Background: an optimization exercise with open tools, aiming at a short achievable clock period. Do not read the settings as production practice.
Function was checked by simulation only, so behaviour that the tests miss may differ from the original.
No activity file was given, so power comes from the tool's default toggle rates.

==> indigo: inputs <==
## fdc_bridge_core
module fdc_bridge_core (
    input  wire         clk,
    input  wire         rst,
    input  wire [3:0]   op,
    input  wire [1:0]   op_idx,         
    input  wire [15:0]  op_wdata,       
    input  wire         op_drive,       
    input  wire         op_level,       
    input  wire [2:0]   op_bit,         
    input  wire [127:0] key_matrix,     
    input  wire [7:0]   ctl_data_in,    
    input  wire [7:0]   ctl_reg_in,     
    output wire [15:0]  bus_rdata,
    output wire         irq,
    output wire         dmar,
    output wire         ctl_data_wr,
    output wire         ctl_data_rd,
    output wire [7:0]   ctl_data_out,
    output wire         ctl_reg_wr,
    output wire         ctl_reg_rd,
    output wire [1:0]   ctl_reg_addr,
    output wire [7:0]   ctl_reg_out,
    output wire         ctl_soft_reset,
    output wire         ctl_set_floppy,
    output wire [1:0]   ctl_floppy,
    output wire         drv_side,
    output wire [1:0]   drv_motor,
    output wire [6:0]   key_pos,
    output wire         key_pressed,
    output wire [3:0]   rep_an,
    output wire         rep_dg1
);
clock: 12.5 ns
lec_check: 0
cap_margin: 20
core_margin: 2
core_utilization: 40
place_density: 0.6
slew_margin: 20
synth_hierarchical: 1
standard.sh (not shown) runs the stock make flow with config.mk's settings and CLKGATE_MAP_FILE= SYNTH_SCRIPT=/design/flow/synth_recipe.tcl, a recipe that flattens the netlist after the stock synthesis.
==> flow/flow/run.sh <==
#!/bin/bash
set -euo pipefail
bash standard.sh finish SETUP_SLACK_MARGIN=7 \
  "BUFFER_PORTS_ARGS=-buffer_cell sky130_fd_sc_hd__buf_4" > standard_flow.log 2>&1
==> cedar: changes against indigo <==
--- a/flow/design.v
+++ b/flow/design.v
@@ -141,35 +141,32 @@
     fdc_nand3 g_dw_t1 (.a(dw_z1), .b(op1), .c(dw_n), .y(dw_t1));
     fdc_nor3  g_dw_z2 (.a(rst), .b(op3), .c(op2), .y(dw_z2));
     fdc_and2  g_dw_w  (.a(lvl), .b(s_wr2), .y(dw_w));
     fdc_nand4 g_dw_t2 (.a(dw_z2), .b(op1), .c(op0), .d(dw_w), .y(dw_t2));
     fdc_nand2 g_dw_y  (.a(dw_t1), .b(dw_t2), .y(ctl_data_wr));
-    wire dr_z1, dr_w, dr_t1, dr_z2, dr_n, dr_b, dr_e, dr_k;
+    wire dr_z1, dr_w, dr_t1, dr_z2, dr_n, dr_a, dr_b, dr_en, dr_t2;
     fdc_nor3  g_dr_z1 (.a(rst), .b(op3), .c(op2), .y(dr_z1));
     fdc_and2  g_dr_w  (.a(lvl), .b(s_rdr), .y(dr_w));
     fdc_nand4 g_dr_t1 (.a(dr_z1), .b(op1), .c(op0), .d(dr_w), .y(dr_t1));
     fdc_nor3  g_dr_z2 (.a(rst), .b(op3), .c(op2), .y(dr_z2));
     fdc_nor3  g_dr_n  (.a(op0), .b(idx1), .c(c[6]), .y(dr_n));
+    fdc_nand2 g_dr_a  (.a(dr_z2), .b(dr_n), .y(dr_a));
     fdc_nand3 g_dr_b  (.a(op1), .b(idx0), .c(c[5]), .y(dr_b));
-    fdc_a21o  g_dr_e  (.a1(c[4]), .a2(drq), .b1(drq & bs_idle), .y(dr_e));
-    fdc_nand3 g_dr_k  (.a(dr_z2), .b(dr_n), .c(dr_e), .y(dr_k));
-    fdc_o21ai g_dr_y  (.a1(dr_k), .a2(dr_b), .b1(dr_t1), .y(ctl_data_rd));
-    wire sf_q1, sf_q2, sf_k, sf_ta, sf_p0, sf_p, sf_m, sf_tb, sf_rn;
+    fdc_aoi21 g_dr_en (.a1(c[4]), .a2(drq), .b1(drq & bs_idle), .y(dr_en));
+    fdc_nor3  g_dr_t2 (.a(dr_a), .b(dr_b), .c(dr_en), .y(dr_t2));
+    fdc_nand2b g_dr_y (.a_n(dr_t2), .b(dr_t1), .y(ctl_data_rd));
+    wire sf_q1, sf_q2, sf_k, sf_ta, sf_pq0, sf_pq, sf_m, sf_tb, sf_rn;
     fdc_nor2  g_sf_q1 (.a(op3), .b(op2), .y(sf_q1));
     fdc_nor2  g_sf_q2 (.a(op0), .b(idx1), .y(sf_q2));
     fdc_nand2 g_sf_k  (.a(sf_q1), .b(sf_q2), .y(sf_k));
     fdc_nand3 g_sf_ta (.a(op1), .b(idx0), .c(c[4]), .y(sf_ta));
-    fdc_nand3 g_sf_p0 (.a(op1), .b(idx0), .c(c[3]), .y(sf_p0));
-    fdc_nor2  g_sf_p  (.a(sf_p0), .b(c[2]), .y(sf_p));
-    wire sf_d3n, sf_d0n, sf_m1, sf_m2, sf_m3;
-    fdc_inv   g_sf_i3 (.a(d[3]), .y(sf_d3n));
-    fdc_inv   g_sf_i0 (.a(d[0]), .y(sf_d0n));
-    fdc_nand2 g_sf_m1 (.a(sf_d3n), .b(~sel1), .y(sf_m1));
-    fdc_nand3 g_sf_m2 (.a(d[3]), .b(d[0]), .c(~s_none), .y(sf_m2));
-    fdc_nand3 g_sf_m3 (.a(d[3]), .b(sf_d0n), .c(~sel0), .y(sf_m3));
-    fdc_nand3 g_sf_m  (.a(sf_m1), .b(sf_m2), .c(sf_m3), .y(sf_m));
-    fdc_nand4 g_sf_tb (.a(sf_q1), .b(sf_q2), .c(sf_p), .d(sf_m), .y(sf_tb));
+    fdc_nand3 g_sf_p0 (.a(op1), .b(idx0), .c(c[3]), .y(sf_pq0));
+    fdc_nor3  g_sf_pq (.a(sf_k), .b(sf_pq0), .c(c[2]), .y(sf_pq));
+    wire sf_v;
+    fdc_mux2i g_sf_v  (.s(d[0]), .a0(~sel0), .a1(~s_none), .y(sf_v));
+    fdc_mux2i g_sf_m  (.s(d[3]), .a0(sel1), .a1(sf_v), .y(sf_m));
+    fdc_nand2 g_sf_tb (.a(sf_pq), .b(sf_m), .y(sf_tb));
     fdc_inv   g_sf_rn (.a(rst), .y(sf_rn));
     fdc_sfout g_sf_y  (.k(sf_k), .ta(sf_ta), .tb(sf_tb), .rn(sf_rn), .y(ctl_set_floppy));
     wire [7:0] wl_x = wl & {8{~bs_wr1}};
     genvar gi;
     generate
@@ -382,16 +379,10 @@
 module fdc_and2  (input wire a, input wire b, output wire y);               assign y = a & b;           endmodule
 module fdc_nand2b (input wire a_n, input wire b, output wire y);            assign y = ~(~a_n & b);     endmodule
 module fdc_aoi21 (input wire a1, input wire a2, input wire b1, output wire y);
     assign y = ~((a1 & a2) | b1);
 endmodule
-module fdc_a21o  (input wire a1, input wire a2, input wire b1, output wire y);
-    assign y = (a1 & a2) | b1;
-endmodule
-module fdc_o21ai (input wire a1, input wire a2, input wire b1, output wire y);
-    assign y = ~((a1 | a2) & b1);
-endmodule
 module fdc_mux2i (input wire s, input wire a0, input wire a1, output wire y);
     assign y = ~(s ? a1 : a0);
 endmodule
 module fdc_sfout (input wire k, input wire ta, input wire tb, input wire rn, output wire y);
     assign y = ~(rn & (k | ta) & tb);
==> flow/flow/run.sh (replaced) <==
#!/bin/bash
set -euo pipefail
bash standard.sh finish SETUP_SLACK_MARGIN=7 \
  "BUFFER_PORTS_ARGS=-buffer_cell sky130_fd_sc_hd__buf_8" > standard_flow.log 2>&1
==> juniper: changes against indigo <==
--- a/flow/design.v
+++ b/flow/design.v
@@ -141,35 +141,32 @@
     fdc_nand3 g_dw_t1 (.a(dw_z1), .b(op1), .c(dw_n), .y(dw_t1));
     fdc_nor3  g_dw_z2 (.a(rst), .b(op3), .c(op2), .y(dw_z2));
     fdc_and2  g_dw_w  (.a(lvl), .b(s_wr2), .y(dw_w));
     fdc_nand4 g_dw_t2 (.a(dw_z2), .b(op1), .c(op0), .d(dw_w), .y(dw_t2));
     fdc_nand2 g_dw_y  (.a(dw_t1), .b(dw_t2), .y(ctl_data_wr));
-    wire dr_z1, dr_w, dr_t1, dr_z2, dr_n, dr_b, dr_e, dr_k;
+    wire dr_z1, dr_w, dr_t1, dr_z2, dr_n, dr_a, dr_b, dr_en, dr_t2;
     fdc_nor3  g_dr_z1 (.a(rst), .b(op3), .c(op2), .y(dr_z1));
     fdc_and2  g_dr_w  (.a(lvl), .b(s_rdr), .y(dr_w));
     fdc_nand4 g_dr_t1 (.a(dr_z1), .b(op1), .c(op0), .d(dr_w), .y(dr_t1));
     fdc_nor3  g_dr_z2 (.a(rst), .b(op3), .c(op2), .y(dr_z2));
     fdc_nor3  g_dr_n  (.a(op0), .b(idx1), .c(c[6]), .y(dr_n));
+    fdc_nand2 g_dr_a  (.a(dr_z2), .b(dr_n), .y(dr_a));
     fdc_nand3 g_dr_b  (.a(op1), .b(idx0), .c(c[5]), .y(dr_b));
-    fdc_a21o  g_dr_e  (.a1(c[4]), .a2(drq), .b1(drq & bs_idle), .y(dr_e));
-    fdc_nand3 g_dr_k  (.a(dr_z2), .b(dr_n), .c(dr_e), .y(dr_k));
-    fdc_o21ai g_dr_y  (.a1(dr_k), .a2(dr_b), .b1(dr_t1), .y(ctl_data_rd));
-    wire sf_q1, sf_q2, sf_k, sf_ta, sf_p0, sf_p, sf_m, sf_tb, sf_rn;
+    fdc_aoi21 g_dr_en (.a1(c[4]), .a2(drq), .b1(drq & bs_idle), .y(dr_en));
+    fdc_nor3  g_dr_t2 (.a(dr_a), .b(dr_b), .c(dr_en), .y(dr_t2));
+    fdc_nand2b g_dr_y (.a_n(dr_t2), .b(dr_t1), .y(ctl_data_rd));
+    wire sf_q1, sf_q2, sf_k, sf_ta, sf_pq0, sf_pq, sf_m, sf_tb, sf_rn;
     fdc_nor2  g_sf_q1 (.a(op3), .b(op2), .y(sf_q1));
     fdc_nor2  g_sf_q2 (.a(op0), .b(idx1), .y(sf_q2));
     fdc_nand2 g_sf_k  (.a(sf_q1), .b(sf_q2), .y(sf_k));
     fdc_nand3 g_sf_ta (.a(op1), .b(idx0), .c(c[4]), .y(sf_ta));
-    fdc_nand3 g_sf_p0 (.a(op1), .b(idx0), .c(c[3]), .y(sf_p0));
-    fdc_nor2  g_sf_p  (.a(sf_p0), .b(c[2]), .y(sf_p));
-    wire sf_d3n, sf_d0n, sf_m1, sf_m2, sf_m3;
-    fdc_inv   g_sf_i3 (.a(d[3]), .y(sf_d3n));
-    fdc_inv   g_sf_i0 (.a(d[0]), .y(sf_d0n));
-    fdc_nand2 g_sf_m1 (.a(sf_d3n), .b(~sel1), .y(sf_m1));
-    fdc_nand3 g_sf_m2 (.a(d[3]), .b(d[0]), .c(~s_none), .y(sf_m2));
-    fdc_nand3 g_sf_m3 (.a(d[3]), .b(sf_d0n), .c(~sel0), .y(sf_m3));
-    fdc_nand3 g_sf_m  (.a(sf_m1), .b(sf_m2), .c(sf_m3), .y(sf_m));
-    fdc_nand4 g_sf_tb (.a(sf_q1), .b(sf_q2), .c(sf_p), .d(sf_m), .y(sf_tb));
+    fdc_nand3 g_sf_p0 (.a(op1), .b(idx0), .c(c[3]), .y(sf_pq0));
+    fdc_nor3  g_sf_pq (.a(sf_k), .b(sf_pq0), .c(c[2]), .y(sf_pq));
+    wire sf_v;
+    fdc_mux2i g_sf_v  (.s(d[0]), .a0(~sel0), .a1(~s_none), .y(sf_v));
+    fdc_mux2i g_sf_m  (.s(d[3]), .a0(sel1), .a1(sf_v), .y(sf_m));
+    fdc_nand2 g_sf_tb (.a(sf_pq), .b(sf_m), .y(sf_tb));
     fdc_inv   g_sf_rn (.a(rst), .y(sf_rn));
     fdc_sfout g_sf_y  (.k(sf_k), .ta(sf_ta), .tb(sf_tb), .rn(sf_rn), .y(ctl_set_floppy));
     wire [7:0] wl_x = wl & {8{~bs_wr1}};
     genvar gi;
     generate
@@ -382,16 +379,10 @@
 module fdc_and2  (input wire a, input wire b, output wire y);               assign y = a & b;           endmodule
 module fdc_nand2b (input wire a_n, input wire b, output wire y);            assign y = ~(~a_n & b);     endmodule
 module fdc_aoi21 (input wire a1, input wire a2, input wire b1, output wire y);
     assign y = ~((a1 & a2) | b1);
 endmodule
-module fdc_a21o  (input wire a1, input wire a2, input wire b1, output wire y);
-    assign y = (a1 & a2) | b1;
-endmodule
-module fdc_o21ai (input wire a1, input wire a2, input wire b1, output wire y);
-    assign y = ~((a1 | a2) & b1);
-endmodule
 module fdc_mux2i (input wire s, input wire a0, input wire a1, output wire y);
     assign y = ~(s ? a1 : a0);
 endmodule
 module fdc_sfout (input wire k, input wire ta, input wire tb, input wire rn, output wire y);
     assign y = ~(rn & (k | ta) & tb);
==> flow/flow/run.sh (replaced) <==
#!/bin/bash
set -euo pipefail
GROUP="bus_rdata[15] bus_rdata[14] bus_rdata[13] bus_rdata[12] bus_rdata[11] bus_rdata[10] bus_rdata[9] bus_rdata[8]"
GROUP="$GROUP op_idx[1] op_idx[0] bus_rdata[7] bus_rdata[6] bus_rdata[5] bus_rdata[4] bus_rdata[3] bus_rdata[2]"
GROUP="$GROUP bus_rdata[1] bus_rdata[0] rst op[3] op[2] op[1] op[0] op_level"
GROUP="$GROUP ctl_data_wr ctl_data_rd ctl_reg_wr ctl_reg_rd ctl_soft_reset ctl_set_floppy ctl_floppy[1] ctl_floppy[0]"
GROUP="$GROUP rep_an[3] rep_an[2] rep_an[1] rep_an[0] rep_dg1 op_wdata[0] ctl_reg_out[0] op_wdata[1]"
GROUP="$GROUP ctl_reg_out[1] op_wdata[2] ctl_reg_out[2] op_wdata[3] ctl_reg_out[3] op_wdata[4] ctl_reg_out[4] op_wdata[5]"
GROUP="$GROUP ctl_reg_out[5] op_wdata[6] ctl_reg_out[6] op_wdata[7] ctl_reg_out[7] op_wdata[8] ctl_data_out[0] ctl_reg_addr[0]"
GROUP="$GROUP op_wdata[9] ctl_data_out[1] ctl_reg_addr[1] op_wdata[10] ctl_data_out[2] op_wdata[11] ctl_data_out[3] op_wdata[12]"
GROUP="$GROUP ctl_data_out[4] op_wdata[13] ctl_data_out[5] op_wdata[14] ctl_data_out[6] op_wdata[15] ctl_data_out[7]"
bash standard.sh finish SETUP_SLACK_MARGIN=7 \
  "BUFFER_PORTS_ARGS=-buffer_cell sky130_fd_sc_hd__buf_4" \
  "PLACE_PINS_ARGS=-group_pins {$GROUP}" > standard_flow.log 2>&1
==> comparison table <==
                                                                  cedar      indigo     juniper
Area occupied by multi-input gates                           17,400 µm²  17,000 µm²  17,200 µm²
Post-synthesis area per instance                               7.15 µm²    7.10 µm²    7.15 µm²
Via-per-instance ratio                                             6.92        6.68        6.80
Number of cells on the critical path                                  6           5           6
Grt met2 use                                                      65.2%       61.9%       64.0%
Share of total power in combinational logic                       15.7%       14.1%       14.7%
Result of the run                      no timing/DRC/antenna violations  no timing/DRC/antenna violations  no timing/DRC/antenna violations
Clock transition at the registers of the reported paths         0.06 ns     0.05 ns     0.06 ns
Combinational Power                                            0.450 mW    0.389 mW    0.396 mW
Part of the cycle the worst path needs                            45.9%       45.9%       45.8%
Clock power share                                                 47.6%       47.7%       46.4%
Total power of the final layout                                 2.86 mW     2.75 mW     2.70 mW
Register-to-Register Setup Slack                                8.43 ns     8.35 ns     8.27 ns
Number of global-route vias before repair                        28,100      26,200      26,800
First-pass GRT wire length                                       198 mm      187 mm      194 mm
Core Util, Final                                                  53.5%       50.2%       50.2%
Post CTS Setup Buffer Count                                          27          30          39
Synthesized-area fraction occupied by and/or/nand/nor cells       39.5%       39.7%       39.5%
Clock skew after layout                                       0.0377 ns   0.0183 ns   0.0262 ns
Placed cell count                                                 4,241       4,258       4,236
Sequential fraction of design power                               36.7%       38.1%       38.9%
Leak                                                            11.8 nW     11.4 nW     11.2 nW
Area of all placed cells without fillers                     31,600 µm²  29,600 µm²  29,600 µm²

-- what the ideal ports hide --
No port has a modelled driver above. Below, the same layouts with a new extraction and two added sets of constraints. Step 1 (the two cells are an assumption about what drives the block):
set clk [get_ports {clk}]
set_driving_cell -lib_cell sky130_fd_sc_hd__clkbuf_16 $clk
set_driving_cell -lib_cell sky130_fd_sc_hd__buf_2 [delete_from_list [all_inputs] $clk]
Step 2 times the ports against the registers' clock, not the clock port: input delays grow and output delays shrink by t, the midpoint of the rising clock arrivals with the driver on. Slacks: ideal ports / drivers / drivers and shift; pairs: ideal ports / drivers.
run	t (ns)	setup slack, ns	worst slew at a driven data input, ns
indigo	0.664	6.768 / 6.640 / 6.292	0.24
cedar	0.643	6.763 / 6.588 / 6.293	0.31
juniper	0.643	6.771 / 6.616 / 6.369	0.27
After both steps every run listed still meets setup and hold. For indigo, which loses most, drivers alone change the setup slack by -0.128 ns; drivers and shift together by -0.476 ns.
